What follows belongs to an exercise in optimizing a design on an open flow for small area, a short achievable clock period and few clock cycles per item; a production flow would make more cautious choices. Where RTL was checked, it was by simulation tests only, not by an equivalence proof against the original. No functional check of the RTL was part of run 7. Power is estimated from default activity; no workload was simulated.

[flow/design.v]
module qsearch_mb (
    input  wire        clk,
    input  wire        rst,         
    input  wire        in_valid,
    output wire        in_ready,
    input  wire [15:0] in_coef,     
    input  wire        in_mode,     
    output wire        out_valid,
    input  wire        out_ready,
    output wire [3:0]  out_qno,     
    output wire        out_fit,     
    output wire [11:0] out_cost,    
    output wire [11:0] out_cls      
);
    reg         rdy;               
    reg         v0;
    reg  [15:0] c0;
    reg         m0;
    assign in_ready = rdy;
    always @(posedge clk) begin
        v0 <= in_valid && rdy && !rst;
        c0 <= in_coef;
        m0 <= in_mode;
    end
    reg  [5:0]  cnt;               
    reg  [2:0]  blk;
    reg         bmode;
    reg         g11, g23, g35;     
    reg  [2:0]  ucat [0:12];       
    reg         dc1;               
    reg         f1;                
    reg         e1;                
    reg  [2:0]  blke;              
    reg         eob2;              
    localparam [16*13-1:0] ROWS = {
        16'h5544,    
        16'h5443,    
        16'h2111,    
        16'h1111,    
        16'h4433,    
        16'h4332,    
        16'h3322,    
        16'h3221,    
        16'h2211,    
        16'h2110,    
        16'h1100,    
        16'h1000,    
        16'h0000     
    };
    wire        neg  = c0[15];
    wire [15:0] y    = c0 ^ {16{neg}};
    wire        ac0  = v0 && (cnt != 6'd0);
    wire        md   = (cnt == 6'd0) ? m0 : bmode;
    wire [1:0]  zone = md ? cnt[1:0] : cnt[5:4];
    function ge(input [15:0] yy, input nn, input [15:0] t);
        ge = (yy >= t) || (nn && yy == t - 16'd1);
    endfunction
    localparam [2:0] C_Z = 3'd0, C_A1 = 3'd1, C_A2 = 3'd3, C_A3 = 3'd2,
                     C_A4 = 3'd6, C_BAD = 3'd7, C_NOP = 3'd4;
    function [2:0] cat_of(input [15:0] yy, input nn, input [2:0] s);
        begin
            if (ge(yy, nn, 16'd256 << s))     cat_of = C_BAD;
            else if (ge(yy, nn, 16'd4 << s)) cat_of = C_A4;
            else if (ge(yy, nn, 16'd3 << s)) cat_of = C_A3;
            else if (ge(yy, nn, 16'd2 << s)) cat_of = C_A2;
            else if (ge(yy, nn, 16'd1 << s)) cat_of = C_A1;
            else                             cat_of = C_Z;
        end
    endfunction
    wire [2:0]  cat_s [0:5];
    genvar sg;
    generate
        for (sg = 0; sg < 6; sg = sg + 1) begin : shs
            assign cat_s[sg] = cat_of(y, neg, sg);
        end
    endgenerate
    integer k;
    always @(posedge clk) begin
        if (rst) begin
            cnt  <= 6'd0;
            blk  <= 3'd0;
            e1   <= 1'b0;
            eob2 <= 1'b0;
        end else begin
            if (v0) begin
                cnt <= cnt + 6'd1;
                if (cnt == 6'd63) blk <= (blk == 3'd5) ? 3'd0 : blk + 3'd1;
            end
            e1   <= v0 && (cnt == 6'd63);
            eob2 <= e1;
        end
        if (v0 && cnt == 6'd0) bmode <= m0;
        if (v0 && cnt == 6'd1) begin
            g11 <= ge(y, neg, 16'd12);
            g23 <= ge(y, neg, 16'd24);
            g35 <= ge(y, neg, 16'd36);
        end else if (ac0) begin
            g11 <= g11 | ge(y, neg, 16'd12);
            g23 <= g23 | ge(y, neg, 16'd24);
            g35 <= g35 | ge(y, neg, 16'd36);
        end
        if (v0 && cnt == 6'd63) blke <= blk;
        for (k = 0; k < 13; k = k + 1)
            ucat[k] <= ac0 ? cat_s[ROWS[16*k + 4*zone +: 3]] : C_NOP;
        dc1   <= v0 && (cnt == 6'd0);
        f1    <= v0 && (cnt == 6'd1);
    end
    wire [6:0]  u_acc [0:12];
    wire        u_ovf [0:12];
    genvar u;
    generate
        for (u = 0; u < 13; u = u + 1) begin : unit
            reg  [6:0] acc;
            reg  [1:0] run;        
            reg        ovf;        
            reg  [2:0] c;
            reg  [4:0] tok;
            reg  [1:0] run_n;
            reg        bad;
            wire [6:0] base = f1 ? 7'd31 : acc;
            wire       ovfb = !f1 && ovf;
            wire [7:0] sum;
            wire [5:0] cy;
            assign cy[0] = 1'b0;
            genvar b;
            for (b = 0; b < 5; b = b + 1) begin : rc
                assign sum[b]  = base[b] ^ tok[b] ^ cy[b];
                assign cy[b+1] = (base[b] & tok[b]) | (cy[b] & (base[b] ^ tok[b]));
            end
            wire [2:0] hi1 = {1'b0, base[6:5]} + 3'd1;
            assign sum[7:5] = cy[5] ? hi1 : {1'b0, base[6:5]};
            always @(*) begin
                c     = ucat[u];
                tok   = 5'd0;
                run_n = 2'd0;
                bad   = 1'b0;
                case (c)
                    C_Z: run_n = (run == 2'd3) ? 2'd3 : run + 2'd1;
                    C_A1: case (run)
                              2'd0: tok = 5'd3;  2'd1: tok = 5'd5;
                              2'd2: tok = 5'd6;  default: tok = 5'd16;
                          endcase
                    C_A2: case (run)
                              2'd0: tok = 5'd4;  2'd1: tok = 5'd11;
                              default: tok = 5'd17;
                          endcase
                    C_A3: case (run)
                              2'd0: tok = 5'd5;  2'd1: tok = 5'd12;
                              default: tok = 5'd18;
                          endcase
                    C_A4: case (run)
                              2'd0: tok = 5'd16; 2'd1: tok = 5'd23;
                              default: tok = 5'd29;
                          endcase
                    C_BAD: bad = 1'b1;
                    default: run_n = run;
                endcase
            end
            always @(posedge clk) begin
                acc <= sum[6:0];
                run <= dc1 ? 2'd0 : run_n;
                ovf <= ovfb | sum[7] | bad;
            end
            assign u_acc[u] = acc;
            assign u_ovf[u] = ovf;
        end
    endgenerate
    localparam [4*9-1:0] CQ = {4'd1, 4'd3, 4'd5, 4'd7, 4'd9, 4'd11, 4'd13, 4'd14, 4'd15};
    localparam [4*9-1:0] CN = {4'd8, 4'd7, 4'd6, 4'd5, 4'd4, 4'd3, 4'd2, 4'd1, 4'd0};
    localparam [4*9-1:0] CC = {4'd12, 4'd11, 4'd8, 4'd7, 4'd6, 4'd5, 4'd4, 4'd10, 4'd9};
    reg  [9:0]  tot [0:8];
    reg  [8:0]  fit;
    reg  [11:0] cls;
    reg         pend;              
    reg         eob3;              
    reg         sel_cl, sel_nl;    
    reg         sel_ch, sel_nh;    
    wire [1:0]  bcls   = g35 ? 2'd3 : g23 ? 2'd2 : g11 ? 2'd1 : 2'd0;
    wire        chroma = blke[2];
    reg         r1;                
    reg         ofree;             
    reg         taken;             
    wire        tinit  = taken || r1;      
    genvar n;
    generate
        for (n = 0; n < 9; n = n + 1) begin : cand
            wire [6:0] an  = u_acc[CN[4*n +: 4]];
            wire [6:0] ac  = u_acc[CC[4*n +: 4]];
            wire [4:0] alo = ({5{sel_cl}} & ac[4:0]) | ({5{sel_nl}} & an[4:0]);
            wire [1:0] ahi = ({2{sel_ch}} & ac[6:5]) | ({2{sel_nh}} & an[6:5]);
            wire       bad = (sel_ch && (u_ovf[CC[4*n +: 4]] || (chroma && ac[6] && ac[5]))) ||
                             (sel_nh && (u_ovf[CN[4*n +: 4]] || (chroma && an[6] && an[5])));
            reg        cs;
            wire [4:0] slo, shi;
            wire [5:0] cl, ch;
            wire [4:0] bhi = {3'd0, ahi};
            assign cl[0] = 1'b0;
            assign ch[0] = cs;
            genvar b;
            for (b = 0; b < 5; b = b + 1) begin : rc
                assign slo[b]   = tot[n][b] ^ alo[b] ^ cl[b];
                assign cl[b+1]  = (tot[n][b] & alo[b]) | (cl[b] & (tot[n][b] ^ alo[b]));
                assign shi[b]   = tot[n][5+b] ^ bhi[b] ^ ch[b];
                assign ch[b+1]  = (tot[n][5+b] & bhi[b]) | (ch[b] & (tot[n][5+b] ^ bhi[b]));
            end
            always @(posedge clk) begin
                cs <= cl[5];
                if (tinit) begin
                    tot[n] <= 10'd862;
                    fit[n] <= 1'b1;
                end else begin
                    tot[n] <= {shi, slo};
                    fit[n] <= fit[n] && !bad;
                end
            end
        end
    endgenerate
    reg         ov;
    reg  [3:0]  r_qno;
    reg         r_fit;
    reg  [9:0]  r_cost;
    reg  [3:0]  s_qno;
    reg  [9:0]  s_cost;
    integer j;
    always @(*) begin
        s_qno  = 4'd0;
        s_cost = 10'd0;
        for (j = 8; j >= 0; j = j - 1)
            if (fit[j]) begin
                s_qno  = CQ[4*j +: 4];
                s_cost = tot[j];
            end
    end
    always @(posedge clk) begin
        if (eob2) cls[2*blke +: 2] <= bcls;
        r1 <= rst;
        eob3 <= eob2 && !rst;
        sel_cl <= e1 && g35 && !rst;
        sel_nl <= e1 && !g35 && !rst;
        sel_ch <= sel_cl && !rst;
        sel_nh <= sel_nl && !rst;
        r_qno  <= s_qno;
        r_fit  <= |fit;
        r_cost <= s_cost;
        taken  <= ov && out_ready && !rst;
        if (rst) begin
            pend  <= 1'b0;
            ov    <= 1'b0;
            ofree <= 1'b1;
            rdy   <= 1'b1;
        end else begin
            if (eob3 && blke == 3'd5) pend <= 1'b1;
            else if (ofree)           pend <= 1'b0;
            ov    <= ov ? !out_ready : pend;
            ofree <= ofree ? !pend : out_ready;
            rdy   <= !((pend || !ofree) && (blk == 3'd0) && (cnt[5:2] == 4'b1111));
        end
    end
    assign out_valid = ov;
    assign out_qno   = r_qno;
    assign out_fit   = r_fit;
    assign out_cost  = {2'd0, r_cost};
    assign out_cls   = cls;
endmodule
[flow/flow/run.sh]
#!/bin/bash
# Standard layout, with the port buffers made of plain buffers
# (sky130_fd_sc_hd__buf_2) instead of the delay buffers buffer_ports picks.
set -euo pipefail
echo 'export BUFFER_PORTS_ARGS = -buffer_cell sky130_fd_sc_hd__buf_2' >> "$FLOW_CONFIG"
bash standard.sh > standard.log 2>&1
[flow/constraint.sdc]
create_clock -name core_clock -period 12.5 [get_ports {clk}]
set_input_delay 2.5000 -clock core_clock [delete_from_list [all_inputs] [get_ports {clk}]]
set_output_delay 2.5000 -clock core_clock [all_outputs]
set_load 0.01 [all_outputs]
[flow/config.mk]
export PLATFORM = sky130hd
export DESIGN_NAME = qsearch_mb
export DESIGN_NICKNAME = qsearch_mb
export VERILOG_FILES = /design/flow/design.v
export SDC_FILE = /design/flow/constraint.sdc
export NUM_CORES = 4
export LEC_CHECK = 0
export CAP_MARGIN = 20
export CORE_MARGIN = 2
export CORE_UTILIZATION = 60
export CTS_CLUSTER_DIAMETER = 120
export CTS_CLUSTER_SIZE = 24
export SLEW_MARGIN = 20
export SYNTH_MEMORY_MAX_BITS = 8192
export BUFFER_PORTS_ARGS = -buffer_cell sky130_fd_sc_hd__buf_2
[flow/standard.sh]
#!/bin/bash
# synth_recipe.tcl (not shown) runs the flow's synth.tcl, then flattens the netlist and writes it again
# the make line also repeats each setting of config.mk as NAME=value (left out here)
make -C /OpenROAD-flow-scripts/flow DESIGN_CONFIG=/design/flow/config.mk WORK_HOME=/design/flow/orfs CLKGATE_MAP_FILE= SYNTH_SCRIPT=/design/flow/synth_recipe.tcl "${@:-finish}"
==> results of run 1 <==
[cell families (layout without fill, tap and decap cells)]
group	Yosys count	after routing
fa+ha+maj	244	244
compound gates	419	419
flops	353	353
other cells	1	2
xor+xnor	36	36
simple gates	700	700
mux	50	50
buf+inv	322	276
[cells in the mapped netlist (all sizes together), types with 43 or more instances]
| master | count | area [sq um] |
|---|---|---|
| a22oi | 58 | 440 |
| a22o | 50 | 438 |
| fa | 106 | 2120 |
| ha | 138 | 1730 |
| clkbuf | 107 | 402 |
| or2 | 46 | 288 |
| nor2 | 144 | 541 |
| nand2 | 190 | 713 |
| dfxtp | 334 | 6690 |
| a21oi | 78 | 390 |
| o21ai | 103 | 515 |
| nor2b | 53 | 332 |
| nor3 | 77 | 385 |
| inv | 192 | 721 |
| or3 | 43 | 274 |
[metrics by stage]
stage / instance area (sq um) / utilization
after global routing: 20400 / 0.632
after detailed placement: 19900 / 0.617
after floorplan: 19500 / -
after CTS: 20400 / 0.632
final: 20400 / 0.632
after global placement: 19900 / 0.617
[tightest hold or removal path, delay by kind of cell, from the launching register on]
family / cells / cell delay [ns]
flip-flops: 1 / 0.32
AND/OR/NAND/NOR: 2 / 0.08
[worst paths after layout]
check / slack [ns] / cells past startpoint / start / end
worst max-delay path: 8.88 / 1 / cls[2]$_DFFE_PP_ / out_cls[2]
worst min-delay path: 0.44 / 2 / rdy$_SDFF_PP1_ / v0$_DFF_P_
worst max register to register: 8.94 / 9 / f1$_DFF_P_ / unit[10].acc[6]$_DFF_P_
worst min register to register: 0.44 / 2 / rdy$_SDFF_PP1_ / v0$_DFF_P_
[report_power, final]
| group | internal (uW) | leakage [uW] | total [uW] | switching, uW |
|---|---|---|---|---|
| clock network | 278 | 0.000242 | 642 | 364 |
| logic | 139 | 0.00553 | 298 | 158 |
| registers | 1260 | 0.00289 | 1370 | 109 |
[layer usage]
layer  vias to the layer above  part of all wire  track usage
met1                      6847              0.47        0.366
li1                       7127                 -            -
met5                         -                 0            0
met3                        68             0.037       0.0253
met4                         0             0.026       0.0672
met2                       275              0.47        0.429
[sequential cells by signal (all words and copies together), names as in the netlist, 3 cells and up]
signal,flops
blk,3
blke,3
c0,16
cand.cs,9
cls,12
cnt,6
fit,9
r_cost,10
r_qno,4
tot,90
ucat,39
unit.acc,91
unit.ovf,13
unit.run,26
[cells in the final DEF (no fill, tap or decap), types with 18 or more instances in the layout]
cell type	instances
mux2_2	18
inv_1	192
a22oi_1	57
or2_2	45
mux2i_1	32
and2_1	37
edfxtp_1	19
xnor2_1	26
ha_1	138
nor2b_1	53
buf_2	49
nor3_1	77
nor2_1	143
nand3_1	37
dfxtp_1	333
a22o_1	50
fa_1	106
or3_1	42
a21oi_1	78
nand2_1	190
o21ai_0	98
clkbuf_16	19
[area by class of cell]
class	instances	area, sq um
clock buffer	22	487
clock inverter	1	8.76
fill	2838	11900
inverter	192	721
multi-input combinational	1451	11000
sequential	353	7260
tap	442	553
timing repair buffer	61	335
==> run_results.csv, run 1 <==
group,metric,value,unit
routing,firstDrtPassIters,5,
placed_design,place.gp.congestion,0.922,
final_layout,syn2layout_area_growth,4.53,%
global_route,track_usage,0.260,
synthesis,avgSynthCellArea,9.19,sq um
synthesis,synth_xor_area_frac,0.0161,
setup_path,worstPathArrival,1.12,ns
routing,wl_per_cell,17.2,um
floorplanning,die-height,184,um
placed_design,place_ws,9.00,ns
flow_run,max-cap-violations,0,
final_layout,final_nets,2342,
status,status,"finished clean",
setup_path,cp-start-kind,"register",
power,power,2310,uW
sta,min_period,3.62,ns
floorplanning,ios,52,
clocking,cts_resized,0,
synthesis,synth_simple_gate_area_share,0.178,
routing,final_antenna_net_count,0,
synthesis,synth_mux_area_frac,0.0268,
sta,setup_tns,0,ns
floorplanning,die_area,34000,sq um
placed_design,dp_hpwl,31700,um
clocking,cts_tree,"built",
setup_path,cp_slowest_stage_delay,0.43,ns
power,peakVddDrop,0.102,mV
final_layout,final_cells,2522,
clocking,clock_path_buffers,3,
sta,fin_crit_sh,0.289,
routing,viasPerCell,5.68,
global_route,grt_overflow_total,0,
synthesis,synth_compound_area_frac,0.147,
power,p_per_area,113,nW/um^2
sta,slew_headroom,0.272,
sta,slew_viol_final,0,
clocking,post_cts_buffers,0,
synthesis,synth_top_family_by_area,"adder cells",
sta,holdWs,0.436,ns
clocking,holdBufCountCts,0,
setup_path,cp_data_required_time,10.00,ns
final_layout,diodes,0,
sta,finalSetupViolCount,0,
synthesis,synth_area,19500,sq um
synthesis,ys_ff_latch,353,
placed_design,placed_cells,2499,
synthesis,synth_fa_ha_area_frac,0.197,
synthesis,synth_edf_count,19,
synthesis,ys_async_sr_fraction,0,
setup_path,slowest_stage,"edfxtp_1",
global_route,grt_pass1_wl,70700,um
floorplanning,std_cell_rows,66,
sta,post-route-worst-setup-slack,8.88,ns
setup_path,worstPathCellList,"buf_2",
setup_path,path_buf_inv,1,
final_layout,drive_above_1_share,0.0755,
setup_path,path_delay_family,"flip-flops",
power,p_leak,0.00866,uW
floorplanning,die_w,184,um
global_route,grt_pass1_vias,13600,
global_route,grt_max_degree,65,
sta,rsz0062_at_grt,"false",
synthesis,synth_top_flop_cell,"dfxtp_1",
sta,fmax,0.276,GHz
floorplanning,start_util,0.605,
synthesis,synth_warnings,3,
synthesis,synth_cell_types,78,
synthesis,synthCells,2125,
sta,skew,0.0197,ns
clocking,numCtsBuffers,18,
routing,routed_wl,43400,um
routing,drc,0,
clocking,cts_max_level,1,
clocking,clk_latency,0.52,ns
global_route,antenna_found_initial,0,
clocking,path_clk_slew,0.10,ns
clocking,root_buffer,"clkbuf_16",
hold_path,hold_class,"reg -> reg",
setup_path,endpoint_kind,"primary output",
placed_design,io_buffer_count,49,
routing,vias,14300,
sta,hold_viol,0,
setup_path,crit_type,"reg -> out",
synthesis,ys_seq_area_frac,0.372,
clocking,cts_sinks,353,
sta,worstMarginPinSlew,1.09,ns
setup_path,path_max_fanout,2,
routing,drtIter0Drc,961,
floorplanning,core_area,32300,sq um
Testbench counts, summed over its fixed seeds: cycles 49,200, mbs 128.
==> run 2: changes to the inputs <==
--- a/flow/config.mk
+++ b/flow/config.mk
@@ -12,3 +12,3 @@
 export CTS_CLUSTER_SIZE = 24
-export SLEW_MARGIN = 20
+export SLEW_MARGIN = 30
 export SYNTH_MEMORY_MAX_BITS = 8192
==> run_results.csv, run 2 <==
group,metric,value,unit
routing,routed_wl,43400,um
clocking,clock_path_buffers,3,
hold_path,min_to,"v0$_DFF_P_",
final_layout,largest_reg_flops,91,
synthesis,yosys.area.top_type,"dfxtp_1",
hold_path,hold_class,"reg -> reg",
sta,fmax,0.277,GHz
power,combPwrFrac,0.129,
global_route,antenna_found_initial,0,
final_layout,top_register,"unit.acc",
final_layout,fin_area,20400,sq um
setup_path,cp_data_required_time,10.00,ns
final_layout,final_nets,2343,
status,status,"finished clean",
setup_path,path_buf_inv,1,
setup_path,worstPathArrival,1.11,ns
placed_design,io_buffer_count,49,
synthesis,synthCells,2125,
synthesis,synth_area,19500,sq um
clocking,cts_resized,0,
global_route,grt_pass1_vias,13700,
synthesis,synth_edf_count,19,
flow_run,max-cap-violations,0,
sta,hold_viol,0,
final_layout,final_cell_mix,"333 x dfxtp_1, 192 x inv_1, 190 x nand2_1",
routing,wl_per_cell,17.2,um
hold_path,hold_depth,2,
power,p_leak,0.00866,uW
sta,slew_viol_final,0,
setup_path,path_delay_family,"flip-flops",
global_route,grt_overflow_total,0,
routing,final_antenna_net_count,0,
sta,slew_headroom,0.354,
sta,finalSetupViolCount,0,
power,p_clk_frac,0.278,
clocking,cts_max_level,1,
setup_path,cp_slowest_stage_delay,0.43,ns
clocking,path_clk_slew,0.10,ns
global_route,track_usage,0.259,
synthesis,synth_area_leaders,"dfxtp_1 34%, fa_1 11%, ha_1 8.8%",
power,internal_power,1680,uW
clocking,cts_tree,"built",
placed_design,placed_cells,2500,
sta,worstMarginPinSlew,0.969,ns
sta,setup_tns,0,ns
synthesis,synth_cell_types,78,
power,power_frac_seq,0.593,
clocking,post_cts_buffers,0,
synthesis,synth_top_flop_cell,"dfxtp_1",
floorplanning,die_area,34000,sq um
routing,firstDrtPassIters,5,
setup_path,crit_type,"reg -> out",
setup_path,worstPathCellList,"buf_2",
final_layout,biggestRegsByFlops,"unit.acc: 91 flops, tot: 90 flops, ucat: 39 flops",
synthesis,ys_async_sr_fraction,0,
synthesis,synth_warnings,3,
power,power,2310,uW
synthesis,yosysMostFrequentCell,"dfxtp_1",
clocking,cts_sinks,353,
setup_path,worst_r2r_endpoint,"unit[10].acc[6]$_DFF_P_",
routing,vias,14300,
final_layout,final_cells,2523,
sta,fin_crit_sh,0.289,
power,switching_share,0.273,
setup_path,slowest_stage,"edfxtp_1",
global_route,grt_pass1_wl,70700,um
final_layout,drive_above_1_share,0.0764,
final_layout,diodes,0,
sta,min_period,3.61,ns
routing,drtIter0Drc,997,
clocking,clk_latency,0.52,ns
final_layout,syn2layout_area_growth,4.59,%
setup_path,cp-start-kind,"register",
clocking,holdBufCountCts,0,
clocking,root_buffer,"clkbuf_16",
setup_path,r2r_start,"f1$_DFF_P_",
setup_path,endpoint_kind,"primary output",
setup_path,ff2ff_setup_slack,8.96,ns
setup_path,path_max_fanout,2,
sta,rsz0062_at_grt,"false",
clocking,numCtsBuffers,18,
floorplanning,std_cell_rows,66,
synthesis,avgSynthCellArea,9.19,sq um
synthesis,ys_ff_latch,353,
final_layout,layout_commonest_cell,"dfxtp_1",
synthesis,ys_seq_area_frac,0.372,
placed_design,place.gp.congestion,0.922,
power,p_per_area,113,nW/um^2
floorplanning,core_area,32300,sq um
floorplanning,ios,52,
sta,holdWs,0.437,ns
routing,drc,0,
floorplanning,die_w,184,um
power,p_sw,632,uW
synthesis,yosysTopAreaCellShare,0.342,
placed_design,dp_hpwl,31800,um
setup_path,rr_worst_depth,9,
power,peakVddDrop,0.130,mV
routing,viasPerCell,5.69,
sta,skew,0.0149,ns
floorplanning,start_util,0.605,
placed_design,placed_cell_area,19900,sq um
floorplanning,die-height,184,um
synthesis,synth_commonest_cells,"334 x dfxtp_1, 192 x inv_1, 190 x nand2_1",
hold_path,holdCritStartpoint,"rdy$_SDFF_PP1_",
global_route,grt_max_degree,65,
## run 2: power groups by stage
stage,combinational (uW),sequential [uW],clock [uW]
global placement,285,1400,0
global route,353,1390,699
floorplan,258,1340,0
detailed placement,302,1400,0
finish,299,1370,643
CTS,303,1370,662
## run 2: stage by stage
stage | utilization | worst slack [ns]
after global routing | 0.633 | 8.72
after floorplan | - | 9.26
after CTS | 0.632 | 8.86
after global placement | 0.617 | 9.10
after detailed placement | 0.617 | 8.98
final | 0.633 | 8.89
## run 2: final cells by class
| cell class | instances | area, sq um |
|---|---|---|
| sequential | 353 | 7260 |
| tap | 442 | 553 |
| fill | 2793 | 11900 |
| timing repair buffer | 62 | 340 |
| clock buffer | 22 | 487 |
| clock inverter | 1 | 8.76 |
| inverter | 192 | 721 |
| multi-input combinational | 1451 | 11100 |
## run 2: logic make-up after synthesis
family          after synthesis  synth area share
xor+xnor                     36            0.0161
compound gates              419             0.147
buf+inv                     322            0.0631
other cells                   1          0.000192
mux                          50            0.0268
simple gates                700             0.178
flops                       353             0.372
fa+ha+maj                   244             0.197
## run 2: worst max path at each step
stage                                    from                       to  cells after the start
after floorplan                           rst      blk[0]$_SDFFE_PP0P_                      3
after global placement             f1$_DFF_P_  unit[10].acc[6]$_DFF_P_                      9
after detailed placement           f1$_DFF_P_  unit[10].acc[6]$_DFF_P_                      9
after CTS                    cls[2]$_DFFE_PP_               out_cls[2]                      1
after global routing      cnt[2]$_SDFFE_PP0P_    ucat[7][0]$_SDFF_PN0_                     12
final                        cls[3]$_DFFE_PP_               out_cls[3]                      1
## run 2: routing by layer
metal | GRT usage | up-vias | part of all wire
met5 | 0 | - | 0
met4 | 0.0710 | 0 | 0.027
met3 | 0.0261 | 62 | 0.042
met2 | 0.432 | 302 | 0.47
met1 | 0.360 | 6857 | 0.46
li1 | - | 7123 | -
==> run 3: changes to the inputs <==
--- a/flow/config.mk
+++ b/flow/config.mk
@@ -10,4 +10,4 @@
 export CORE_UTILIZATION = 60
-export CTS_CLUSTER_DIAMETER = 120
-export CTS_CLUSTER_SIZE = 24
+export CTS_CLUSTER_DIAMETER = 150
+export CTS_CLUSTER_SIZE = 28
 export SLEW_MARGIN = 30
==> run_results.csv, run 3 <==
group,metric,value,unit
status,status,"finished clean",
setup_path,endpoint_kind,"primary output",
synthesis,synth_top_family_by_area,"adder cells",
synthesis,synth_fa_ha_area_frac,0.197,
clocking,cts_tree,"built",
synthesis,yosysTopAreaCellShare,0.342,
synthesis,synth_simple_gate_area_share,0.178,
sta,post-route-worst-setup-slack,8.91,ns
global_route,grt_max_degree,65,
sta,rsz0062_at_grt,"false",
floorplanning,die-height,184,um
sta,min_period,3.59,ns
clocking,clock_path_buffers,3,
sta,worstMarginPinSlew,0.928,ns
floorplanning,core_area,32300,sq um
setup_path,worstPathCellList,"buf_2",
global_route,track_usage,0.258,
clocking,cts_resized,0,
floorplanning,die_area,34000,sq um
synthesis,synth_warnings,3,
setup_path,cp_data_required_time,10.00,ns
sta,setup_tns,0,ns
placed_design,placed_cell_area,19900,sq um
global_route,grt_overflow_total,0,
final_layout,final_cell_mix,"333 x dfxtp_1, 192 x inv_1, 190 x nand2_1",
setup_path,path_delay_family,"flip-flops",
floorplanning,die_w,184,um
power,p_per_area,112,nW/um^2
synthesis,avgSynthCellArea,9.19,sq um
final_layout,final_nets,2341,
sta,fin_crit_sh,0.288,
placed_design,io_buffer_count,49,
power,power,2280,uW
clocking,clk_latency,0.53,ns
routing,drc,0,
sta,skew,0.0208,ns
synthesis,synth_cell_types,78,
global_route,antenna_found_initial,0,
final_layout,biggestRegsByFlops,"unit.acc: 91 flops, tot: 90 flops, ucat: 39 flops",
routing,viasPerCell,5.68,
clocking,root_buffer,"clkbuf_16",
routing,routed_wl,43300,um
power,p_leak,0.00864,uW
final_layout,syn2layout_area_growth,4.36,%
clocking,holdBufCountCts,0,
setup_path,crit_type,"reg -> out",
floorplanning,start_util,0.605,
clocking,cts_max_level,1,
setup_path,cp-start-kind,"register",
final_layout,top_register,"unit.acc",
routing,drtIter0Drc,1015,
placed_design,dp_hpwl,31800,um
floorplanning,ios,52,
setup_path,slowest_stage,"edfxtp_1",
sta,slew_viol_final,0,
final_layout,fin_area,20400,sq um
sta,slew_headroom,0.381,
synthesis,yosys.area.top_type,"dfxtp_1",
synthesis,ys_async_sr_fraction,0,
setup_path,cp_slowest_stage_delay,0.42,ns
synthesis,synth_top_flop_cell,"dfxtp_1",
synthesis,synth_mux_area_frac,0.0268,
synthesis,synth_compound_area_frac,0.147,
flow_run,max-cap-violations,0,
global_route,grt_pass1_vias,13600,
routing,firstDrtPassIters,5,
power,peakVddDrop,0.0899,mV
synthesis,synth_xor_area_frac,0.0161,
placed_design,place.gp.congestion,0.922,
placed_design,place_ws,8.98,ns
clocking,numCtsBuffers,16,
synthesis,synth_area_leaders,"dfxtp_1 34%, fa_1 11%, ha_1 8.8%",
clocking,path_clk_slew,0.10,ns
sta,hold_viol,0,
synthesis,synth_commonest_cells,"334 x dfxtp_1, 192 x inv_1, 190 x nand2_1",
routing,vias,14300,
final_layout,diodes,0,
routing,final_antenna_net_count,0,
routing,wl_per_cell,17.2,um
setup_path,path_buf_inv,1,
final_layout,fin_util,0.631,
sta,finalSetupViolCount,0,
synthesis,synthCells,2125,
synthesis,yosysMostFrequentCell,"dfxtp_1",
final_layout,drive_above_1_share,0.0756,
synthesis,synth_edf_count,19,
sta,fmax,0.278,GHz
synthesis,ys_ff_latch,353,
floorplanning,std_cell_rows,66,
synthesis,synth_area,19500,sq um
final_layout,largest_reg_flops,91,
setup_path,path_max_fanout,2,
synthesis,ys_seq_area_frac,0.372,
final_layout,layout_commonest_cell,"dfxtp_1",
clocking,cts_sinks,353,
hold_path,hold_class,"reg -> reg",
clocking,post_cts_buffers,0,
global_route,grt_pass1_wl,70400,um
setup_path,worstPathArrival,1.09,ns
run 3: final cells by class:
| class | instances | area [sq um] |
|---|---|---|
| inverters | 192 | 721 |
| well taps | 442 | 553 |
| repair buffers | 62 | 340 |
| multi-input cells | 1451 | 11100 |
| clock inverters | 1 | 16.3 |
| fillers | 2815 | 11900 |
| clock buffers | 19 | 433 |
| flip-flops and latches | 353 | 7260 |
run 3: metrics by stage:
step                hold WS [ns]  std cells
global route               0.463       2520
floorplan                  0.408       2126
global placement           0.423       2499
CTS                        0.442       2520
detailed placement         0.419       2500
finish                     0.438       2520
run 3: kinds of logic after synthesis:
family | after synthesis
DFF | 353
buffers and inverters | 322
and+or+nand+nor | 700
muxes | 50
other | 1
adders and majority gates | 244
AOI/OAI and AO/OA | 419
xor gates and xnor gates | 36
run 3: final timing paths:
check	slack, ns	depth (start not counted)	from	endpoint
max reg2reg	8.95	9	f1$_DFF_P_	unit[10].acc[6]$_DFF_P_
min	0.44	2	rdy$_SDFF_PP1_	v0$_DFF_P_
max	8.91	1	cls[3]$_DFFE_PP_	out_cls[3]
min reg2reg	0.44	2	rdy$_SDFF_PP1_	v0$_DFF_P_
run 3: where the power goes:
| group | total [uW] | switching (uW) | internal, uW |
|---|---|---|---|
| logic | 298 | 159 | 139 |
| clock network | 608 | 357 | 251 |
| registers | 1370 | 108 | 1260 |
| total | 2280 | 624 | 1650 |
run 3: metal layers:
layer  share of wire  track usage  vias to the layer above
met4           0.025       0.0691                        0
met2            0.47        0.431                      324
met3           0.042       0.0249                       66
li1                -            -                     7125
met1            0.46        0.360                     6792
met5               0            0                        -
==> run 4: changes to the inputs <==
--- a/flow/design.v
+++ b/flow/design.v
@@ -119,3 +119,3 @@
             reg        bad;
-            wire [6:0] base = f1 ? 7'd31 : acc;
+            wire [6:0] base = {acc[6:5] & {2{!f1}}, acc[4:0]};
             wire       ovfb = !f1 && ovf;
@@ -159,3 +159,3 @@
             always @(posedge clk) begin
-                acc <= sum[6:0];
+                acc <= {sum[6:5], sum[4:0] | {5{dc1}}};
                 run <= dc1 ? 2'd0 : run_n;
@@ -173,2 +173,3 @@
     reg  [11:0] cls;
+    reg  [11:0] cls_o;             
     reg         pend;              
@@ -241,2 +242,3 @@
         sel_nh <= sel_nl && !rst;
+        cls_o  <= cls;
         r_qno  <= s_qno;
@@ -262,3 +264,3 @@
     assign out_cost  = {2'd0, r_cost};
-    assign out_cls   = cls;
+    assign out_cls   = cls_o;
 endmodule
--- a/flow/config.mk
+++ b/flow/config.mk
@@ -7,8 +7,8 @@
 export LEC_CHECK = 0
-export CAP_MARGIN = 20
+export CAP_MARGIN = 30
 export CORE_MARGIN = 2
 export CORE_UTILIZATION = 60
-export CTS_CLUSTER_DIAMETER = 150
-export CTS_CLUSTER_SIZE = 28
-export SLEW_MARGIN = 30
+export CTS_CLUSTER_DIAMETER = 120
+export CTS_CLUSTER_SIZE = 24
+export SLEW_MARGIN = 50
 export SYNTH_MEMORY_MAX_BITS = 8192
==> run_results.csv, run 4 <==
group,metric,value,unit
status,status,"finished clean",
clocking,path_clk_slew,0.09,ns
synthesis,synth_edf_count,19,
floorplanning,die_w,186,um
routing,drtIter0Drc,1203,
synthesis,ys_ff_latch,365,
synthesis,synthCells,2134,
setup_path,rr_worst_depth,12,
clocking,post_cts_buffers,0,
setup_path,endpoint_kind,"primary output",
sta,min_period,3.52,ns
setup_path,worstPathCellList,"buf_2",
synthesis,yosysMostFrequentCell,"dfxtp_1",
final_layout,final_nets,2365,
flow_run,max-cap-violations,0,
final_layout,biggestRegsByFlops,"unit.acc: 91 flops, tot: 90 flops, ucat: 39 flops",
floorplanning,die-height,186,um
final_layout,final_cells,2543,
placed_design,dp_hpwl,32200,um
final_layout,drive_above_1_share,0.0824,
clocking,cts_tree,"built",
floorplanning,die_area,34600,sq um
clocking,root_buffer,"clkbuf_16",
sta,fmax,0.284,GHz
clocking,numCtsBuffers,19,
synthesis,synth_commonest_cells,"346 x dfxtp_1, 177 x inv_1, 177 x nand2_1",
hold_path,min_to,"cls_o[6]$_DFF_P_",
sta,slew_headroom,0.555,
synthesis,ys_async_sr_fraction,0,
routing,routed_wl,44500,um
routing,vias,14500,
routing,final_antenna_net_count,0,
placed_design,placed_cell_area,20300,sq um
sta,holdWs,0.380,ns
synthesis,synth_top_flop_cell,"dfxtp_1",
floorplanning,core_area,32600,sq um
sta,setup_tns,0,ns
synthesis,synth_area,19900,sq um
setup_path,r2r_start,"cnt[2]$_SDFFE_PP0P_",
placed_design,placed_cells,2516,
final_layout,final_cell_mix,"340 x dfxtp_1, 176 x nand2_1, 176 x inv_1",
hold_path,hold_class,"reg -> reg",
hold_path,holdCritStartpoint,"cls[6]$_DFFE_PP_",
global_route,antenna_found_initial,0,
synthesis,synth_warnings,3,
setup_path,path_buf_inv,1,
sta,slew_viol_final,0,
floorplanning,std_cell_rows,66,
setup_path,path_max_fanout,3,
routing,viasPerCell,5.72,
final_layout,layout_commonest_cell,"dfxtp_1",
sta,rsz0062_at_grt,"false",
clocking,clock_path_buffers,3,
clocking,cts_sinks,365,
sta,skew,0.0238,ns
global_route,grt_max_degree,92,
sta,fin_crit_sh,0.282,
final_layout,syn2layout_area_growth,4.82,%
synthesis,yosys.area.top_type,"dfxtp_1",
power,peakVddDrop,0.0933,mV
global_route,track_usage,0.261,
final_layout,seq_area,7500,sq um
final_layout,fin_area,20900,sq um
synthesis,yosysTopAreaCellShare,0.348,
power,p_leak,0.00916,uW
clocking,cts_max_level,1,
routing,drc,0,
synthesis,ys_seq_area_frac,0.377,
synthesis,synth_area_leaders,"dfxtp_1 35%, fa_1 11%, ha_1 9.0%",
setup_path,worstPathArrival,1.02,ns
setup_path,ff2ff_setup_slack,9.12,ns
floorplanning,start_util,0.610,
setup_path,crit_type,"reg -> out",
sta,hold_viol,0,
routing,firstDrtPassIters,5,
setup_path,slowest_stage,"dfxtp_1",
final_layout,fillers,2834,
clocking,holdBufCountCts,0,
synthesis,avgSynthCellArea,9.33,sq um
hold_path,hold_depth,0,
synthesis,synth_cell_types,81,
global_route,grt_overflow_total,0,
sta,worstMarginPinSlew,0.668,ns
setup_path,worst_r2r_endpoint,"ucat[11][2]$_SDFF_PN1_",
clocking,clk_latency,0.53,ns
sta,finalSetupViolCount,0,
clocking,cts_resized,0,
final_layout,top_register,"unit.acc",
floorplanning,ios,52,
placed_design,io_buffer_count,49,
final_layout,multi_input_area,11300,sq um
final_layout,largest_reg_flops,91,
setup_path,cp_data_required_time,10.00,ns
placed_design,place.gp.congestion,0.862,
global_route,grt_pass1_vias,14000,
setup_path,cp_slowest_stage_delay,0.36,ns
routing,wl_per_cell,17.5,um
global_route,grt_pass1_wl,71800,um
power,p_per_area,106,nW/um^2
setup_path,cp-start-kind,"register",
setup_path,path_delay_family,"flip-flops",
## run 4: layout make-up
cell class	instances	share of cell area
clock inverters	1	0.000960
diodes	2	0.000240
multi-input cells	1468	0.540
inverters	179	0.0322
flip-flops and latches	365	0.360
clock buffers	24	0.0237
well taps	442	0.0265
repair buffers	62	0.0170
## run 4: worst max-delay path by stage
| stage | to | slack (ns) | cells after the start | startpoint |
|---|---|---|---|---|
| 2_1_floorplan | blk[0]$_SDFFE_PP0P_ | 9.26 | 3 | rst |
| 3_3_place_gp | sel_cl$_DFF_P_ | 9.22 | 3 | rst |
| 3_5_place_dp | unit[7].ovf$_DFF_P_ | 9.16 | 15 | unit[7].run[0]$_SDFFE_PP0P_ |
| 4_1_cts | out_valid | 8.95 | 1 | ov$_SDFF_PP0_ |
| 5_1_grt | unit[7].ovf$_DFF_P_ | 8.84 | 15 | unit[7].run[1]$_SDFFE_PP0P_ |
| 6_report | out_valid | 8.98 | 1 | ov$_SDFF_PP0_ |
## run 4: kinds of logic after synthesis
group,share of synthesized area
AOI/OAI and AO/OA,0.154
xor gates and xnor gates,0.0136
adders and majority gates,0.197
buffers and inverters,0.0587
DFF,0.377
muxes,0.0248
other,0.000188
and+or+nand+nor,0.176
## run 4: metrics by stage
stage                     power (uW)  setup WS, ns  utilization
after floorplan                 1490          9.26            -
after global placement          1550          9.22        0.622
after detailed placement        1560          9.16        0.623
after CTS                       2220          8.95        0.639
after global routing            2300          8.84        0.639
final                           2200          8.98        0.640
## run 4: report_power, final
| part | internal, uW | leakage [uW] | switching, uW |
|---|---|---|---|
| Combinational | 104 | 0.00592 | 109 |
| Sequential | 1250 | 0.00298 | 79.1 |
| Clock | 284 | 0.000250 | 381 |
## run 4: layer usage
metal,vias to the layer above,part of all wire,track usage,wire (um)
met4,0,0.030,0.0762,1350
met5,-,0,0,0
met3,75,0.033,0.0227,1460
li1,7196,-,-,-
met1,6972,0.48,0.368,21200
met2,292,0.46,0.430,20500
Testbench counts of run 4, summed over its fixed seeds: cycles 49,200, mbs 128.
==> run 5: changes to the inputs <==
--- a/flow/config.mk
+++ b/flow/config.mk
@@ -7,3 +7,3 @@
 export LEC_CHECK = 0
-export CAP_MARGIN = 30
+export CAP_MARGIN = 20
 export CORE_MARGIN = 2
@@ -12,3 +12,4 @@
 export CTS_CLUSTER_SIZE = 24
-export SLEW_MARGIN = 50
+export GPL_TIMING_DRIVEN = 0
+export SLEW_MARGIN = 30
 export SYNTH_MEMORY_MAX_BITS = 8192
==> run_results.csv, run 5 <==
group,metric,value,unit
synthesis,ys_async_sr_fraction,0,
final_layout,layout_commonest_cell,"dfxtp_1",
clocking,path_clk_slew,0.09,ns
routing,vias,15100,
global_route,antenna_found_initial,0,
synthesis,yosysMostFrequentCell,"dfxtp_1",
routing,viasPerCell,5.68,
synthesis,synth_commonest_cells,"346 x dfxtp_1, 177 x inv_1, 177 x nand2_1",
final_layout,drive_above_1_share,0.0734,
routing,wl_per_cell,18.4,um
sta,worstMarginPinSlew,0.989,ns
synthesis,ys_ff_latch,365,
synthesis,yosys.area.top_type,"dfxtp_1",
final_layout,syn2layout_area_growth,6.62,%
routing,final_antenna_net_count,0,
routing,routed_wl,48700,um
floorplanning,start_util,0.610,
setup_path,crit_type,"reg -> reg",
power,p_leak,0.00927,uW
routing,met2_length,23600,um
routing,drc,0,
setup_path,r2r_start,"cnt[2]$_SDFFE_PP0P_",
setup_path,endpoint_kind,"register",
global_route,grt_pass1_wl,77100,um
synthesis,synthCells,2134,
power,p_per_area,104,nW/um^2
routing,drtIter0Drc,1034,
final_layout,biggestRegsByFlops,"unit.acc: 91 flops, tot: 90 flops, ucat: 39 flops",
power,power,2210,uW
sta,slew_headroom,0.330,
hold_path,hold_class,"reg -> reg",
floorplanning,die_w,186,um
floorplanning,ios,52,
sta,setup_tns,0,ns
sta,hold_viol,0,
synthesis,synth_area,19900,sq um
global_route,track_usage,0.287,
clocking,cts_max_level,1,
sta,slew_viol_final,0,
clocking,cts_resized,0,
flow_run,max-cap-violations,0,
final_layout,diodes,0,
synthesis,synth_top_flop_cell,"dfxtp_1",
setup_path,path_max_fanout,10,
routing,firstDrtPassIters,5,
placed_design,place.gp.congestion,0.942,
synthesis,ys_seq_area_frac,0.377,
final_layout,fillers,2828,
clocking,clock_path_buffers,3,
clocking,clk_latency,0.54,ns
sta,min_period,3.89,ns
clocking,root_buffer,"clkbuf_16",
setup_path,cp-startpoint,"cnt[2]$_SDFFE_PP0P_",
sta,fin_crit_sh,0.312,
sta,rsz0062_at_grt,"false",
setup_path,cp-start-kind,"register",
sta,fmax,0.257,GHz
floorplanning,core_area,32600,sq um
synthesis,synth_cell_types,81,
sta,finalSetupViolCount,0,
global_route,grt_overflow_total,0,
status,status,"finished clean",
sta,skew,0.0358,ns
synthesis,synth_warnings,3,
setup_path,worstPathArrival,4.31,ns
synthesis,synth_area_leaders,"dfxtp_1 35%, fa_1 11%, ha_1 9.0%",
global_route,grt_pass1_vias,14500,
clocking,holdBufCountCts,0,
clocking,numCtsBuffers,19,
synthesis,yosysTopAreaCellShare,0.348,
routing,dr_wl_met3,1780,um
placed_design,dp_hpwl,38000,um
synthesis,synth_edf_count,19,
clocking,cts_tree,"built",
final_layout,top_register,"unit.acc",
power,peakVddDrop,0.105,mV
clocking,post_cts_buffers,0,
final_layout,final_nets,2475,
routing,dr.max_layer_used,"met4",
clocking,cts_sinks,365,
floorplanning,die-height,186,um
synthesis,avgSynthCellArea,9.33,sq um
final_layout,final_cell_mix,"346 x dfxtp_1, 177 x nand2_1, 177 x inv_1",
setup_path,cp_data_required_time,12.92,ns
final_layout,largest_reg_flops,91,
floorplanning,die_area,34600,sq um
placed_design,io_buffer_count,49,
routing,wirelength_met1,22000,um
hold_path,holdCritStartpoint,"cls[4]$_DFFE_PP_",
global_route,grt_max_degree,26,
floorplanning,std_cell_rows,66,
run 5: cell type report:
cell class | count | area, sq um | area share
multi-input cells | 1468 | 11200 | 0.530
flip-flops and latches | 365 | 7500 | 0.353
inverters | 179 | 672 | 0.0317
repair buffers | 49 | 245 | 0.0116
well taps | 442 | 553 | 0.0261
clock buffers | 22 | 487 | 0.0229
plain buffers | 123 | 495 | 0.0234
clock inverters | 2 | 28.8 | 0.00136
run 5: path summary, 6_finish.rpt:
kind / end / slack [ns] / depth (start not counted)
max: ucat[11][2]$_SDFF_PN1_ / 8.61 / 10
min: cls_o[4]$_DFF_P_ / 0.38 / 0
min reg2reg: cls_o[4]$_DFF_P_ / 0.38 / 0
max reg2reg: ucat[11][2]$_SDFF_PN1_ / 8.61 / 10
run 5: report_power, final:
group	internal (uW)	total [uW]	switching (uW)
logic	108	235	128
clock network	283	663	379
registers	1250	1310	68.4
total	1640	2210	576
run 5: cells by family (layout without fill, tap and decap cells):
group / after synthesis / after routing / share of synthesized area
and+or+nand+nor: 694 / 694 / 0.176
AOI/OAI and AO/OA: 446 / 446 / 0.154
DFF: 365 / 365 / 0.377
buffers and inverters: 302 / 375 / 0.0587
adders and majority gates: 249 / 249 / 0.197
muxes: 46 / 46 / 0.0248
xor gates and xnor gates: 31 / 31 / 0.0136
other: 1 / 2 / 0.000188
run 5: routing by layer:
metal,vias to the layer above,global-route usage
met4,0,0.0857
met5,-,0
met2,351,0.497
met1,7215,0.384
li1,7424,-
met3,74,0.0247
run 5: metrics by stage:
step           hold slack, ns  std cells  utilization  area [sq um]  setup slack [ns]
2_1_floorplan           0.348       2135            -         19900              9.26
3_3_place_gp            0.353       2626        0.635         20700              8.69
3_5_place_dp            0.362       2626        0.635         20700              8.70
4_1_cts                 0.385       2650        0.651         21200              8.69
5_1_grt                 0.404       2650        0.651         21200              8.37
6_report                0.382       2650        0.651         21200              8.61
run 5: worst max-delay path, cell delays in order, from the launching register on:
cell and delay (ns):
dfxtp_1 0.36, nor4_1 0.42, nand2_1 0.17, mux2i_1 0.25, mux2i_1 0.72, clkinv_1 0.46, ha_1 0.46, clkbuf_1 0.39
a221o_1 0.24, nand2_1 0.05, a21oi_1 0.27
==> run 6: changes to the inputs <==
--- a/flow/config.mk
+++ b/flow/config.mk
@@ -12,3 +12,2 @@
 export CTS_CLUSTER_SIZE = 24
-export GPL_TIMING_DRIVEN = 0
 export SLEW_MARGIN = 30
==> run_results.csv, run 6 <==
group,metric,value,unit
setup_path,slowest_stage,"dfxtp_1",
synthesis,synth_fa_ha_area_frac,0.197,
placed_design,place.gp.congestion,0.862,
power,peakVddDrop,0.121,mV
global_route,track_usage,0.267,
power,p_leak,0.00914,uW
final_layout,final_nets,2363,
synthesis,synth_xor_area_frac,0.0136,
setup_path,cp.depth,1,
floorplanning,start_util,0.610,
global_route,grt_pass1_wl,73500,um
clocking,holdBufCountCts,0,
routing,drtIter0Drc,1103,
synthesis,avgSynthCellArea,9.33,sq um
setup_path,worstPathCellList,"buf_2",
clocking,path_clk_slew,0.09,ns
placed_design,dp_hpwl,32000,um
routing,vias,14600,
setup_path,cp-startpoint,"ov$_SDFF_PP0_",
setup_path,cp-start-kind,"register",
clocking,clk_latency,0.54,ns
routing,viasPerCell,5.77,
final_layout,seq_area,7500,sq um
synthesis,synth_area_leaders,"dfxtp_1 35%, fa_1 11%, ha_1 9.0%",
setup_path,crit_type,"reg -> out",
setup_path,r2r_start,"unit[7].run[1]$_SDFFE_PP0P_",
clocking,cts_tree,"built",
setup_path,path_max_fanout,3,
sta,slew_headroom,0.388,
final_layout,syn2layout_area_growth,4.62,%
placed_design,io_buffer_count,49,
clocking,cts_sinks,365,
routing,wl_per_cell,17.7,um
setup_path,worst_r2r_endpoint,"unit[7].ovf$_DFF_P_",
synthesis,ys_seq_area_frac,0.377,
sta,rsz0062_at_grt,"false",
floorplanning,core_area,32600,sq um
synthesis,synth_area,19900,sq um
routing,final_antenna_net_count,0,
status,status,"finished clean",
power,power,2200,uW
global_route,antenna_found_initial,0,
sta,worstMarginPinSlew,0.918,ns
clocking,post_cts_buffers,0,
sta,setup_tns,0,ns
final_layout,drive_above_1_share,0.0787,
floorplanning,ios,52,
setup_path,cp_data_required_time,10.00,ns
setup_path,path_buf_inv,1,
sta,finalSetupViolCount,0,
hold_path,hold_class,"reg -> reg",
synthesis,yosysMostFrequentCell,"dfxtp_1",
final_layout,layout_commonest_cell,"dfxtp_1",
routing,routed_wl,44900,um
clocking,cts_max_level,1,
global_route,grt_pass1_vias,14100,
synthesis,synth_warnings,3,
synthesis,synth_top_family_by_area,"adder cells",
synthesis,synth_compound_area_frac,0.154,
setup_path,path_delay_family,"flip-flops",
synthesis,ys_ff_latch,365,
floorplanning,die_w,186,um
clocking,cts_resized,0,
sta,min_period,3.52,ns
sta,skew,0.0346,ns
final_layout,biggestRegsByFlops,"unit.acc: 91 flops, tot: 90 flops, ucat: 39 flops",
final_layout,top_register,"unit.acc",
final_layout,final_cell_mix,"344 x dfxtp_1, 177 x nand2_1, 177 x inv_1",
clocking,numCtsBuffers,19,
synthesis,synth_simple_gate_area_share,0.176,
final_layout,diodes,0,
power,p_per_area,106,nW/um^2
setup_path,rr_worst_depth,15,
global_route,grt_max_degree,92,
setup_path,crit_end,"out_valid",
synthesis,yosys.area.top_type,"dfxtp_1",
floorplanning,die-height,186,um
routing,firstDrtPassIters,5,
clocking,root_buffer,"clkbuf_16",
flow_run,max-cap-violations,0,
synthesis,synthCells,2134,
floorplanning,std_cell_rows,66,
setup_path,cp_slowest_stage_delay,0.36,ns
synthesis,ys_async_sr_fraction,0,
synthesis,yosysTopAreaCellShare,0.348,
synthesis,synth_top_flop_cell,"dfxtp_1",
final_layout,multi_input_area,11300,sq um
sta,fmax,0.284,GHz
setup_path,endpoint_kind,"primary output",
setup_path,ff2ff_setup_slack,9.10,ns
synthesis,synth_cell_types,81,
sta,slew_viol_final,0,
sta,fin_crit_sh,0.281,
clocking,clock_path_buffers,3,
synthesis,synth_mux_area_frac,0.0248,
synthesis,synth_commonest_cells,"346 x dfxtp_1, 177 x inv_1, 177 x nand2_1",
floorplanning,die_area,34600,sq um
setup_path,worstPathArrival,1.02,ns
final_layout,fillers,2811,
sta,hold_viol,0,
routing,drc,0,
synthesis,synth_edf_count,19,
final_layout,largest_reg_flops,91,
global_route,grt_overflow_total,0,
run 6: cell counts after synthesis:
Identical to the previous run, type by type.
run 6: metrics by stage:
step            util  hold WS, ns  instance area [sq um]  setup slack [ns]  cells
2_1_floorplan      -        0.348                  19900              9.26   2135
3_5_place_dp   0.622        0.366                  20300              9.17   2514
5_1_grt        0.638        0.393                  20800              8.84   2539
4_1_cts        0.638        0.381                  20800              8.96   2539
6_report       0.638        0.381                  20800              8.98   2539
3_3_place_gp   0.622        0.355                  20300              9.22   2514
run 6: cells by family after synthesis:
logic type	Yosys count
and+or+nand+nor	694
AOI/OAI and AO/OA	446
DFF	365
buffers and inverters	302
adders and majority gates	249
muxes	46
xor gates and xnor gates	31
other	1
run 6: final cells by class:
cell class                      instances  share of cell area
Clock buffer                           24              0.0237
Clock inverter                          1            0.000961
Inverter                              179              0.0323
Multi-Input combinational cell       1468               0.541
Sequential cell                       365               0.360
Tap cell                              442              0.0266
Timing Repair Buffer                   60              0.0157
run 6: worst min path at each step:
stage	cells past startpoint	to	startpoint
detailed placement	0	cls_o[8]$_DFF_P_	cls[8]$_DFFE_PP_
CTS	0	cls_o[7]$_DFF_P_	cls[7]$_DFFE_PP_
floorplan	0	cls_o[0]$_DFF_P_	cls[0]$_DFFE_PP_
global route	0	cls_o[10]$_DFF_P_	cls[10]$_DFFE_PP_
finish	0	cls_o[6]$_DFF_P_	cls[6]$_DFFE_PP_
global placement	0	cls_o[7]$_DFF_P_	cls[7]$_DFFE_PP_
run 6: layer usage:
layer,share of wire,vias up,global-route usage
met2,0.46,356,0.435
met4,0.028,0,0.0715
met5,0,-,0
li1,-,7188,-
met3,0.039,76,0.0219
met1,0.47,7020,0.383
run 6: report_power, final:
part	internal, uW	total, uW	switching (uW)
clock network	284	665	381
registers	1250	1330	80.4
logic	105	214	109
total	1630	2200	570
==> run 7: changes to the inputs <==
--- a/flow/design.v
+++ b/flow/design.v
@@ -15,2 +15,3 @@
     reg         rdy;               
+    reg         stl;               
     reg         v0;
@@ -20,3 +21,3 @@
     always @(posedge clk) begin
-        v0 <= in_valid && rdy && !rst;
+        v0 <= in_valid && !stl && !rst;
         c0 <= in_coef;
@@ -246,3 +247,3 @@
         r_cost <= s_cost;
-        taken  <= ov && out_ready && !rst;
+        taken  <= !ofree && out_ready && !rst;
         if (rst) begin
@@ -252,2 +253,3 @@
             rdy   <= 1'b1;
+            stl   <= 1'b0;
         end else begin
@@ -255,5 +257,6 @@
             else if (ofree)           pend <= 1'b0;
-            ov    <= ov ? !out_ready : pend;
+            ov    <= ofree ? pend : !out_ready;
             ofree <= ofree ? !pend : out_ready;
             rdy   <= !((pend || !ofree) && (blk == 3'd0) && (cnt[5:2] == 4'b1111));
+            stl   <= (pend || !ofree) && (blk == 3'd0) && (cnt[5:2] == 4'b1111);
         end
==> run_results.csv, run 7 <==
group,metric,value,unit
synthesis,synth_warnings,3,
sta,slew_headroom,0.391,
final_layout,final_cell_mix,"345 x dfxtp_1, 179 x inv_1, 158 x nand2_1",
global_route,track_usage,0.256,
synthesis,ys_async_sr_fraction,0,
status,status,"finished clean",
routing,drtIter0Drc,994,
routing,wl_per_cell,17.7,um
final_layout,layout_commonest_cell,"dfxtp_1",
sta,slew_viol_final,0,
synthesis,yosysTopAreaCellShare,0.343,
clocking,cts_resized,0,
clocking,holdBufCountCts,0,
final_layout,largest_reg_flops,91,
routing,drc,0,
setup_path,path_delay_family,"flip-flops",
sta,setup_tns,0,ns
final_layout,final_cells,2543,
setup_path,cp_slowest_stage_delay,0.32,ns
clocking,cts_tree,"built",
global_route,grt_pass1_vias,14000,
global_route,grt_pass1_wl,73100,um
global_route,antenna_found_initial,0,
synthesis,synth_area_leaders,"dfxtp_1 34%, fa_1 10%, ha_1 8.8%",
synthesis,synthCells,2144,
final_layout,drive_above_1_share,0.0859,
final_layout,top_register,"unit.acc",
floorplanning,ios,52,
synthesis,synth_area,20300,sq um
setup_path,slowest_stage,"dfxtp_1",
hold_path,hold_class,"reg -> reg",
setup_path,path_max_fanout,1,
power,p_leak,0.00903,uW
sta,fin_crit_sh,0.278,
clocking,path_clk_slew,0.09,ns
setup_path,worstPathArrival,0.98,ns
synthesis,synth_cell_types,94,
sta,hold_viol,0,
synthesis,synth_edf_count,19,
clocking,cts_max_level,1,
floorplanning,start_util,0.607,
routing,routed_wl,45000,um
placed_design,io_buffer_count,49,
final_layout,biggestRegsByFlops,"unit.acc: 91 flops, tot: 90 flops, ucat: 39 flops",
routing,final_antenna_net_count,0,
synthesis,synth_commonest_cells,"347 x dfxtp_1, 179 x inv_1, 158 x nand2_1",
final_layout,final_nets,2362,
floorplanning,die_area,35300,sq um
setup_path,endpoint_kind,"primary output",
placed_design,place.gp.congestion,0.854,
floorplanning,std_cell_rows,67,
power,p_per_area,106,nW/um^2
synthesis,synth_top_flop_cell,"dfxtp_1",
clocking,cts_sinks,366,
routing,firstDrtPassIters,5,
placed_design,dp_hpwl,33200,um
synthesis,yosys.area.top_type,"dfxtp_1",
synthesis,ys_seq_area_frac,0.371,
sta,min_period,3.48,ns
clocking,root_buffer,"clkbuf_16",
routing,vias,14600,
sta,rsz0062_at_grt,"false",
synthesis,ys_ff_latch,366,
synthesis,avgSynthCellArea,9.45,sq um
sta,fmax,0.288,GHz
routing,viasPerCell,5.73,
floorplanning,die-height,188,um
clocking,numCtsBuffers,19,
global_route,grt_max_degree,92,
sta,finalSetupViolCount,0,
clocking,clk_latency,0.54,ns
final_layout,diodes,0,
sta,worstMarginPinSlew,0.912,ns
setup_path,cp-start-kind,"register",
floorplanning,core_area,33400,sq um
setup_path,path_buf_inv,1,
setup_path,crit_type,"reg -> out",
synthesis,yosysMostFrequentCell,"dfxtp_1",
flow_run,max-cap-violations,0,
setup_path,cp_data_required_time,10.00,ns
floorplanning,die_w,188,um
setup_path,worstPathCellList,"buf_2",
clocking,post_cts_buffers,0,
power,peakVddDrop,0.103,mV
clocking,clock_path_buffers,3,
global_route,grt_overflow_total,0,
final_layout,syn2layout_area_growth,4.22,%
placed_design,placed_cells,2519,
sta,skew,0.0250,ns
-- run 7: final timing paths --
kind / endpoint / slack (ns) / depth (start not counted) / start
max: out_cost[7] / 9.02 / 1 / r_cost[7]$_DFF_P_
max reg2reg: unit[7].acc[4]$_DFF_P_ / 9.16 / 13 / unit[7].run[0]$_SDFFE_PP0P_
min: cls_o[5]$_DFF_P_ / 0.38 / 0 / cls[5]$_DFFE_PP_
min reg2reg: cls_o[5]$_DFF_P_ / 0.38 / 0 / cls[5]$_DFFE_PP_
-- run 7: layout make-up --
cell class                      instances  area, sq um
Clock buffer                           22          487
Tap cell                              448          561
Sequential cell                       366         7520
Multi-Input combinational cell       1467        11500
Inverter                              180          681
Fill cell                            2948        12300
Timing Repair Buffer                   58          313
Clock inverter                          2         28.8
-- run 7: metrics by stage --
step / utilization / hold WS [ns] / cell area [sq um] / setup slack [ns] / total power (uW)
floorplan: - / 0.348 / 20300 / 9.28 / 1520
CTS: 0.633 / 0.383 / 21100 / 8.99 / 2250
global route: 0.633 / 0.398 / 21100 / 8.84 / 2340
finish: 0.633 / 0.380 / 21100 / 9.02 / 2230
detailed placement: 0.617 / 0.363 / 20600 / 9.20 / 1590
global placement: 0.617 / 0.357 / 20600 / 9.25 / 1580
-- run 7: kinds of logic (layout without fill, tap and decap cells) --
kind of cell | count (synthesis) | count (layout) | share of synthesized area
compound gates | 434 | 434 | 0.154
xor+xnor | 36 | 36 | 0.0156
fa+ha+maj | 249 | 249 | 0.193
buf+inv | 312 | 262 | 0.0606
flops | 366 | 366 | 0.371
mux | 45 | 45 | 0.0245
other cells | 1 | 2 | 0.000185
simple gates | 701 | 701 | 0.181
-- run 7: where the power goes --
part | switching, uW | internal (uW)
combinational | 116 | 114
clock | 381 | 283
sequential | 85.2 | 1250
total | 583 | 1650
-- run 7: metal layers --
layer  vias to the layer above  part of all wire  wire length [um]  GRT usage
met2                       322              0.46             20700      0.416
li1                       7221                 -                 -          -
met4                         0             0.033              1490     0.0848
met5                         -                 0                 0          0
met3                        78             0.040              1820     0.0303
met1                      6957              0.47             21000      0.357

[static timing again, ports no longer ideal]
No port has a modelled driver above. Below, the same layouts with a new extraction and two added sets of constraints. Step 1: set_driving_cell puts a clkbuf_16 on clk and a buf_2 on each other input, an assumption about the parent block. Step 2 moves the port delays by t, midway between the first and last clock arrival at a register: inputs arrive t later, outputs are due t later. That takes back most of the time a late clock gives input paths. Three values: no drivers, after step 1, after step 2; two values: the first two.
| run | t, ns | setup slack, ns | worst setup path at the end |
|---|---|---|---|
| run 1 | 0.567 | 8.882 / 8.830 / 8.943 | register to register |
| run 2 | 0.570 | 8.887 / 8.836 / 8.962 | register to register |
| run 3 | 0.567 | 8.906 / 8.854 / 8.952 | register to register |
| run 4 | 0.577 | 8.976 / 8.920 / 9.118 | register to register |
| run 5 | 0.571 | 8.605 / 8.605 / 8.605 | register to register |
| run 6 | 0.573 | 8.983 / 8.931 / 9.101 | register to register |
| run 7 | 0.575 | 9.023 / 8.970 / 9.156 | register to register |
After both steps setup and hold are still met in every run listed.
